This design comes from an exercise in tuning for small area, a short achievable clock period and few clock cycles per item on the open sky130 flow, not from production work. Only simulation tests tie the RTL to the original design; equivalence was not proved.

==> run.sh <==
#!/bin/bash
# synth_recipe.tcl (not shown) runs the flow's synth.tcl, then flattens the netlist and writes it again
# the make line also repeats each setting of config.mk as NAME=value (left out here)
make -C /OpenROAD-flow-scripts/flow DESIGN_CONFIG=/design/flow/config.mk WORK_HOME=/design/flow/orfs CLKGATE_MAP_FILE= SYNTH_SCRIPT=/design/flow/synth_recipe.tcl finish
==> config.mk <==
export PLATFORM = sky130hd
export DESIGN_NAME = hpf_core
export DESIGN_NICKNAME = hpf_core
export VERILOG_FILES = /design/flow/design.v
export SDC_FILE = /design/flow/constraint.sdc
export NUM_CORES = 4
export LEC_CHECK = 0
export ABC_CLOCK_PERIOD_IN_PS = 18000
export CAP_MARGIN = 20
export CORE_MARGIN = 2
export CORE_UTILIZATION = 30
export SLEW_MARGIN = 20
==> constraint.sdc <==
create_clock -name core_clock -period 24.0 [get_ports {clk}]
set_input_delay 4.8000 -clock core_clock [delete_from_list [all_inputs] [get_ports {clk}]]
set_output_delay 4.8000 -clock core_clock [all_outputs]
set_load 0.01 [all_outputs]
==> design.v <==
module hpf_fmul (
    input  wire [31:0] a,
    input  wire [31:0] b,
    output reg  [31:0] y
);
    wire       sa = a[31];
    wire       sb = b[31];
    wire [7:0] ea = a[30:23];
    wire [7:0] eb = b[30:23];
    wire [22:0] fa = a[22:0];
    wire [22:0] fb = b[22:0];
    wire a_nan  = (ea == 8'hff) && (fa != 0);
    wire b_nan  = (eb == 8'hff) && (fb != 0);
    wire a_inf  = (ea == 8'hff) && (fa == 0);
    wire b_inf  = (eb == 8'hff) && (fb == 0);
    wire a_zero = (ea == 8'h00) && (fa == 0);
    wire b_zero = (eb == 8'h00) && (fb == 0);
    wire s      = sa ^ sb;
    wire [23:0] ma = {(ea != 0), fa};
    wire [23:0] mb = {(eb != 0), fb};
    wire [9:0]  xa = (ea == 0) ? 10'd1 : {2'b00, ea};
    wire [9:0]  xb = (eb == 0) ? 10'd1 : {2'b00, eb};
    wire [47:0] prod = ma * mb;
    reg [5:0] lz;
    integer i;
    always @* begin
        lz = 6'd48;
        for (i = 0; i < 48; i = i + 1)
            if (prod[i]) lz = 6'd47 - i[5:0];
    end
    reg signed [11:0] e;        
    reg [47:0] pn;
    reg [6:0]  rsh;
    reg [95:0] sh;
    reg [23:0] m;
    reg        g, st, inc;
    reg [31:0] bits;
    always @* begin
        pn = prod << lz;
        e  = $signed({2'b00, xa}) + $signed({2'b00, xb}) - 12'sd126 - $signed({6'b0, lz});
        if (e < 12'sd1) begin
            rsh = (e < -12'sd60) ? 7'd62 : 7'd1 - e[6:0];
            e   = 12'sd1;
        end else begin
            rsh = 7'd0;
        end
        sh   = {pn, 48'b0} >> rsh;
        m    = sh[95:72];
        g    = sh[71];
        st   = |sh[70:0];
        inc  = g & (st | m[0]);
        bits = {1'b0, e[7:0] - 8'd1, 23'b0} + {8'b0, m} + {31'b0, inc};
        if (a_nan || b_nan || (a_inf && b_zero) || (b_inf && a_zero))
            y = 32'h7fc00000;
        else if (a_inf || b_inf)
            y = {s, 8'hff, 23'b0};
        else if (a_zero || b_zero)
            y = {s, 31'b0};
        else if (e > 12'sd254 || bits[30:23] == 8'hff)
            y = {s, 8'hff, 23'b0};
        else
            y = {s, bits[30:0]};
    end
endmodule
module hpf_fadd (
    input  wire [31:0] a,
    input  wire [31:0] b,
    input  wire        sub,
    output reg  [31:0] y
);
    wire [31:0] bb = {b[31] ^ sub, b[30:0]};
    wire a_nan = (a[30:23] == 8'hff) && (a[22:0] != 0);
    wire b_nan = (bb[30:23] == 8'hff) && (bb[22:0] != 0);
    wire a_inf = (a[30:23] == 8'hff) && (a[22:0] == 0);
    wire b_inf = (bb[30:23] == 8'hff) && (bb[22:0] == 0);
    wire        swap = bb[30:0] > a[30:0];
    wire [31:0] p = swap ? bb : a;
    wire [31:0] q = swap ? a : bb;
    wire [7:0]  ep = (p[30:23] == 0) ? 8'd1 : p[30:23];
    wire [7:0]  eq = (q[30:23] == 0) ? 8'd1 : q[30:23];
    wire [23:0] mp = {(p[30:23] != 0), p[22:0]};
    wire [23:0] mq = {(q[30:23] != 0), q[22:0]};
    wire [7:0]  d  = ep - eq;
    wire        eff_sub = p[31] ^ q[31];
    reg  [26:0] mq_al;
    reg  [49:0] qsh;
    always @* begin
        qsh   = {mq, 26'b0} >> ((d > 8'd26) ? 8'd26 : d);
        mq_al = {qsh[49:24], |qsh[23:0]};
    end
    wire [27:0] sum = eff_sub ? ({1'b0, mp, 3'b0} - {1'b0, mq_al})
                              : ({1'b0, mp, 3'b0} + {1'b0, mq_al});
    wire [7:0] epm1 = ep - 8'd1;
    reg [4:0]  lz;
    reg [8:0]  e;
    reg [26:0] n;
    reg [4:0]  lsh;
    reg        g, st, inc;
    reg [23:0] m;
    reg [31:0] bits;
    integer i;
    always @* begin
        lz  = 5'd27;
        lsh = 5'd0;
        for (i = 0; i < 27; i = i + 1)
            if (sum[i]) lz = 5'd26 - i[4:0];
        if (sum[27]) begin
            n = {sum[27:2], sum[1] | sum[0]};
            e = {1'b0, ep} + 9'd1;
        end else begin
            lsh = ({3'b0, lz} < ep) ? lz : epm1[4:0];
            n   = sum[26:0] << lsh;
            e   = {1'b0, ep} - {4'b0, lsh};
        end
        m    = n[26:3];
        g    = n[2];
        st   = n[1] | n[0];
        inc  = g & (st | m[0]);
        bits = {1'b0, e[7:0] - 8'd1, 23'b0} + {8'b0, m} + {31'b0, inc};
        if (a_nan || b_nan || (a_inf && b_inf && eff_sub))
            y = 32'h7fc00000;
        else if (a_inf || b_inf)
            y = p;
        else if (sum == 0)
            y = {eff_sub ? 1'b0 : p[31], 31'b0};
        else if (e > 9'd254 || bits[30:23] == 8'hff)
            y = {p[31], 8'hff, 23'b0};
        else
            y = {p[31], bits[30:0]};
    end
endmodule
module hpf_core (
    input  wire        clk,
    input  wire        rst,
    input  wire        cfg_we,
    input  wire [3:0]  cfg_addr,
    input  wire [31:0] cfg_data,
    input  wire        in_valid,
    output wire        in_ready,
    input  wire [31:0] in_v1,
    input  wire [31:0] in_v2,
    input  wire        in_clr,
    output reg         out_valid,
    output reg  [31:0] out_p,
    output reg  [31:0] out_y
);
    reg [31:0] coef [0:15];
    always @(posedge clk)
        if (cfg_we)
            coef[cfg_addr] <= cfg_data;
    reg        busy;
    reg [1:0]  sec;
    reg [3:0]  step;
    reg [31:0] w1 [0:2];
    reg [31:0] w2 [0:2];
    reg [31:0] v2_r;
    reg [31:0] x_r;      
    reg [31:0] y_r;      
    reg [31:0] t1_r;
    reg [31:0] t2_r;
    assign in_ready = !busy;
    wire [3:0] cbase = {2'b00, sec} * 4'd5;
    wire [31:0] c_b0 = coef[cbase + 4'd0];
    wire [31:0] c_b1 = coef[cbase + 4'd1];
    wire [31:0] c_b2 = coef[cbase + 4'd2];
    wire [31:0] c_a1 = coef[cbase + 4'd3];
    wire [31:0] c_a2 = coef[cbase + 4'd4];
    reg  [31:0] mul_a, mul_b;
    reg  [31:0] add_a, add_b;
    reg         add_sub;
    wire [31:0] mul_y, add_y;
    hpf_fmul u_mul (.a(mul_a), .b(mul_b), .y(mul_y));
    hpf_fadd u_add (.a(add_a), .b(add_b), .sub(add_sub), .y(add_y));
    localparam [3:0] S_PWR0 = 4'd0,    
                     S_PWR1 = 4'd1,    
                     S_B0X  = 4'd2,    
                     S_Y    = 4'd3,    
                     S_B1X  = 4'd4,    
                     S_A1Y  = 4'd5,    
                     S_D1   = 4'd6,    
                     S_W1   = 4'd7,    
                     S_B2X  = 4'd8,    
                     S_A2Y  = 4'd9,    
                     S_W2   = 4'd10;   
    always @* begin
        mul_a   = x_r;
        mul_b   = v2_r;
        add_a   = t1_r;
        add_b   = w1[sec];
        add_sub = 1'b0;
        case (step)
            S_PWR0: begin mul_a = t1_r; mul_b = v2_r;     end
            S_PWR1: begin mul_a = t1_r; mul_b = coef[15]; end
            S_B0X:  begin mul_a = c_b0; mul_b = x_r;      end
            S_Y:    begin add_a = t1_r; add_b = w1[sec];  end
            S_B1X:  begin mul_a = c_b1; mul_b = x_r;      end
            S_A1Y:  begin mul_a = c_a1; mul_b = y_r;      end
            S_D1:   begin add_a = t1_r; add_b = t2_r; add_sub = 1'b1; end
            S_W1:   begin add_a = t1_r; add_b = w2[sec];  end
            S_B2X:  begin mul_a = c_b2; mul_b = x_r;      end
            S_A2Y:  begin mul_a = c_a2; mul_b = y_r;      end
            S_W2:   begin add_a = t1_r; add_b = t2_r; add_sub = 1'b1; end
            default: ;
        endcase
    end
    integer k;
    always @(posedge clk) begin
        out_valid <= 1'b0;
        if (rst) begin
            busy <= 1'b0;
            sec  <= 2'd0;
            step <= S_PWR0;
            for (k = 0; k < 3; k = k + 1) begin
                w1[k] <= 32'h0;
                w2[k] <= 32'h0;
            end
        end else if (!busy) begin
            if (in_valid) begin
                busy <= 1'b1;
                sec  <= 2'd0;
                step <= S_PWR0;
                t1_r <= in_v1;
                v2_r <= in_v2;
                if (in_clr)
                    for (k = 0; k < 3; k = k + 1) begin
                        w1[k] <= 32'h0;
                        w2[k] <= 32'h0;
                    end
            end
        end else begin
            step <= step + 4'd1;
            case (step)
                S_PWR0: t1_r <= mul_y;
                S_PWR1: begin
                    x_r   <= {1'b0, mul_y[30:0]};
                    out_p <= {1'b0, mul_y[30:0]};
                end
                S_B0X:  t1_r <= mul_y;
                S_Y:    y_r  <= add_y;
                S_B1X:  t1_r <= mul_y;
                S_A1Y:  t2_r <= mul_y;
                S_D1:   t1_r <= add_y;
                S_W1:   w1[sec] <= add_y;
                S_B2X:  t1_r <= mul_y;
                S_A2Y:  t2_r <= mul_y;
                S_W2: begin
                    w2[sec] <= add_y;
                    x_r     <= y_r;
                    step    <= S_B0X;
                    sec     <= sec + 2'd1;
                    if (sec == 2'd2) begin
                        busy      <= 1'b0;
                        out_valid <= 1'b1;
                        out_y     <= y_r;
                    end
                end
                default: ;
            endcase
        end
    end
endmodule
==> summary.txt <==
Clock network
  • Number of post-CTS setup repair buffers: 0
  • Clock sink total: 1001
  • Number of CTS-inserted buffers: 95
  • Clock Pin Slew Worst Setup and Hold Paths: 70 ps
  • CTS Root Cell: clkbuf_16
  • Clock latency on the worst-skew pair: 760 ps
  • Htree depth: 3
  • CTS tree: yes
  • Clock buffer depth: 3
  • Hold Buf Count CTS: 0

Worst setup path
  • Crit start category: flip-flop
  • Top Family by Delay on Critical Path: compound AO/OA/AOI/OAI gates
  • CP max-delay cell: o221ai_1
  • CP Buf/Inv Count: 6
  • WP data required: 24390 ps
  • CP peak stage delay: 640 ps
  • Crit path max fanout: 23
  • Arrival @ worst endpoint: 23280 ps
  • Critical path class: flip-flop to flip-flop
  • CP endpoint kind: flip-flop

STA
  • Final Worst Setup Slack: 1110 ps
  • Slew margin rel.: 10.01%
  • Final Hold Fails: 0
  • Share of the cycle needed by the critical path after routing: 95.37%
  • Max Slew Vio Count: 0
  • Achievable Freq: 43.69 MHz
  • Post-layout min period: 22890 ps
  • RSZ-0062 raised after global routing: false
  • # setup viols final: 0
  • Worst hold slack: 561.2 ps
  • Clock Skew: 100.6 ps
  • Worst Max-Slew Pin Slew: 1333 ps

Synth
  • Asr flop ratio synth: 0%
  • Yosys reg bits: 1001
  • Syn Area/Cell: 10.50 um2
  • Ys Warns: 3
  • Synth Flop Type: edfxtp_1
  • Synth top area share: 32.61%
  • EDFF count, synth: 991
  • Main area contributors after synthesis: edfxtp_1 (33%), mux4_2 (14%), fa_1 (11%)
  • Biggest area consumer among synthesized cells: edfxtp_1
  • Syn Std Cell Area: 0.09126 mm2
  • Post-synth net total: 9600
  • Synth unique cells: 124
  • Synth Instances: 8689
  • Post-synthesis sequential area ratio: 32.83%

Global routing
  • Global-route wire length before repair: 566.3 mm
  • Vias in the first global route: 77370
  • Total gr overflow: 0
  • Total track usage: 24.92%
  • Initial antenna violation count: 36
  • Largest net degree at the start of global routing: 134

Placed design
  • IO Port Bufs: 169
  • Placed cell area: 0.09863 mm2
  • GP Congestion: 1.000
  • HPWL after detailed placement: 292.9 mm
  • Setup WS pre-CTS: 18.74 ps

Flow run
  • Max Cap Violations: 0

Worst hold path
  • HP Class: flip-flop to flip-flop

Routing
  • DRT Pass-1 Iters: 9
  • Initial DRC Count: 10840
  • Routed len/inst: 31.02 um
  • Antenna Nets Post-Route: 0
  • DRC Markers: 0
  • Routed WL: 396.2 mm
  • Via/cell ratio: 6.207
  • Via count: 79290

Floorplan
  • Die W: 555.5 um
  • Die footprint: 0.3086 mm2
  • I/O pin total: 171
  • Core ar.: 0.3028 mm2
  • Initial Util: 30.14%
  • Height of the die: 555.5 um
  • # rows: 202

Cells and area
  • Final instance area: 0.1022 mm2
  • Util after Layout: 33.76%
  • Nets: 9603
  • # fillers: 30160
  • Layout cells sized above 1: 15.27%
  • Synthesis-to-finish area growth: 12.01%

Status
  • Outcome: finished clean
layout make-up:
class	instances	area [um2]	area share, %
Sequential cell	1001	29970	29.32
Clock inverter	72	923.4	0.9034
Antenna cell	22	55.05	0.05386
Timing Repair Buffer	505	4308	4.214
Inverter	587	2203	2.156
Tap cell	3978	4977	4.869
Multi-Input combinational cell	6502	57350	56.10
Clock buffer	106	2429	2.376
cells by family after synthesis:
logic type	count (synthesis)	synth area share [%]
adder cells (fa/ha/maj)	806	15.06
XOR/XNOR	171	1.649
AND/OR/NAND/NOR	2834	14.44
AO/OA/AOI/OAI	1923	14.85
buffers and inverters	1186	5.041
other	1	0.004109
multiplexers	767	16.13
flip-flops	1001	32.83
state kept, by name (all words and copies together) (netlist names), named ones only:
register	cells
coef	512
w1	128
w2	128
out_y	32
t1_r	32
t2_r	32
v2_r	32
x_r	32
y_r	32
out_p	31
step	4
sec	2
busy	1
out_valid	1
layer usage:
metal  vias up  global-route usage, %  wire, um
met5         -                      0       168
met4        26                  15.32     28600
met3      1055                  5.397     42070
met2      5298                  38.52    176100
met1     40180                  31.80    149200
li1      32730                      -         -
worst reg2reg max path, delay by kind of cell, from the launching register on:
family | cells | cell delay (ps)
compound gates | 32 | 9000
simple gates | 28 | 7880
fa+ha+maj | 7 | 2500
buf+inv | 6 | 1480
xor+xnor | 3 | 1010
flops | 1 | 360
mux | 1 | 350
Yosys cell counts (all sizes together) (193+ instances only):
cell type / instances
inv: 582
nor3: 193
mux4: 558
a21oi: 382
edfxtp: 991
clkbuf: 453
fa: 487
nand2: 1052
nand3: 204
nor2: 705
ha: 319
o21ai: 362
layout by cell type (no fill, tap or decap), types with 110 or more instances in the layout:
| cell type | instances |
|---|---|
| mux2i_1 | 159 |
| nand3_1 | 202 |
| xnor2_1 | 111 |
| a21oi_1 | 347 |
| o21ai_0 | 303 |
| nor3_1 | 177 |
| ha_1 | 315 |
| and2_1 | 151 |
| edfxtp_1 | 991 |
| nand2_1 | 1051 |
| clkdlybuf4s50_1 | 169 |
| o211ai_1 | 110 |
| nor2_1 | 685 |
| inv_1 | 575 |
| buf_4 | 321 |
| fa_1 | 487 |
| mux4_2 | 558 |
through the flow:
step,cells,setup TNS [ps]
floorplan,8689,0
global placement,12560,-4108
detailed placement,12570,0
CTS,12750,0
global route,12750,0
finish,12770,0
worst paths after layout:
path,start,end,slack (ps),depth (start not counted)
max reg2reg,step[0],w1[3][5],1110,77
min reg2reg,y_r[25],out_y[25],560,0
max,step[0],w1[3][5],1110,77
min,y_r[25],out_y[25],560,0
repair_timing:
item	4_1_cts	5_1_grt
gates resized for setup	1	27
setup endpoints to repair	4	295
pin swaps	0	0
Testbench counts, summed over its fixed seeds: cycles 48,004, items 1,600.

==> separate check: timing with driven ports <==
The results above use ideal ports. As a check the final layout listed here was re-extracted and re-timed, cells and wires unchanged.
Step 1: set_driving_cell puts a clkbuf_16 on clk and a buf_2 on each other input, an assumption about the parent block.
Step 2, shift: input delay + t, output delay - t, t = (earliest + latest rising clock arrival at the registers) / 2. This alone moves slack from input paths to output paths.
a / b / c = ideal / step 1 / step 2; a / b = the first two.
t (ns): 0.789
setup slack, ns: 1.110 / 1.110 / 1.110
worst slew at a driven data input, ns: 0.20
After both steps this run still meets setup and hold. The setup slack of this run moves by 0.000 ns with the drivers and by 0.000 ns with both steps.
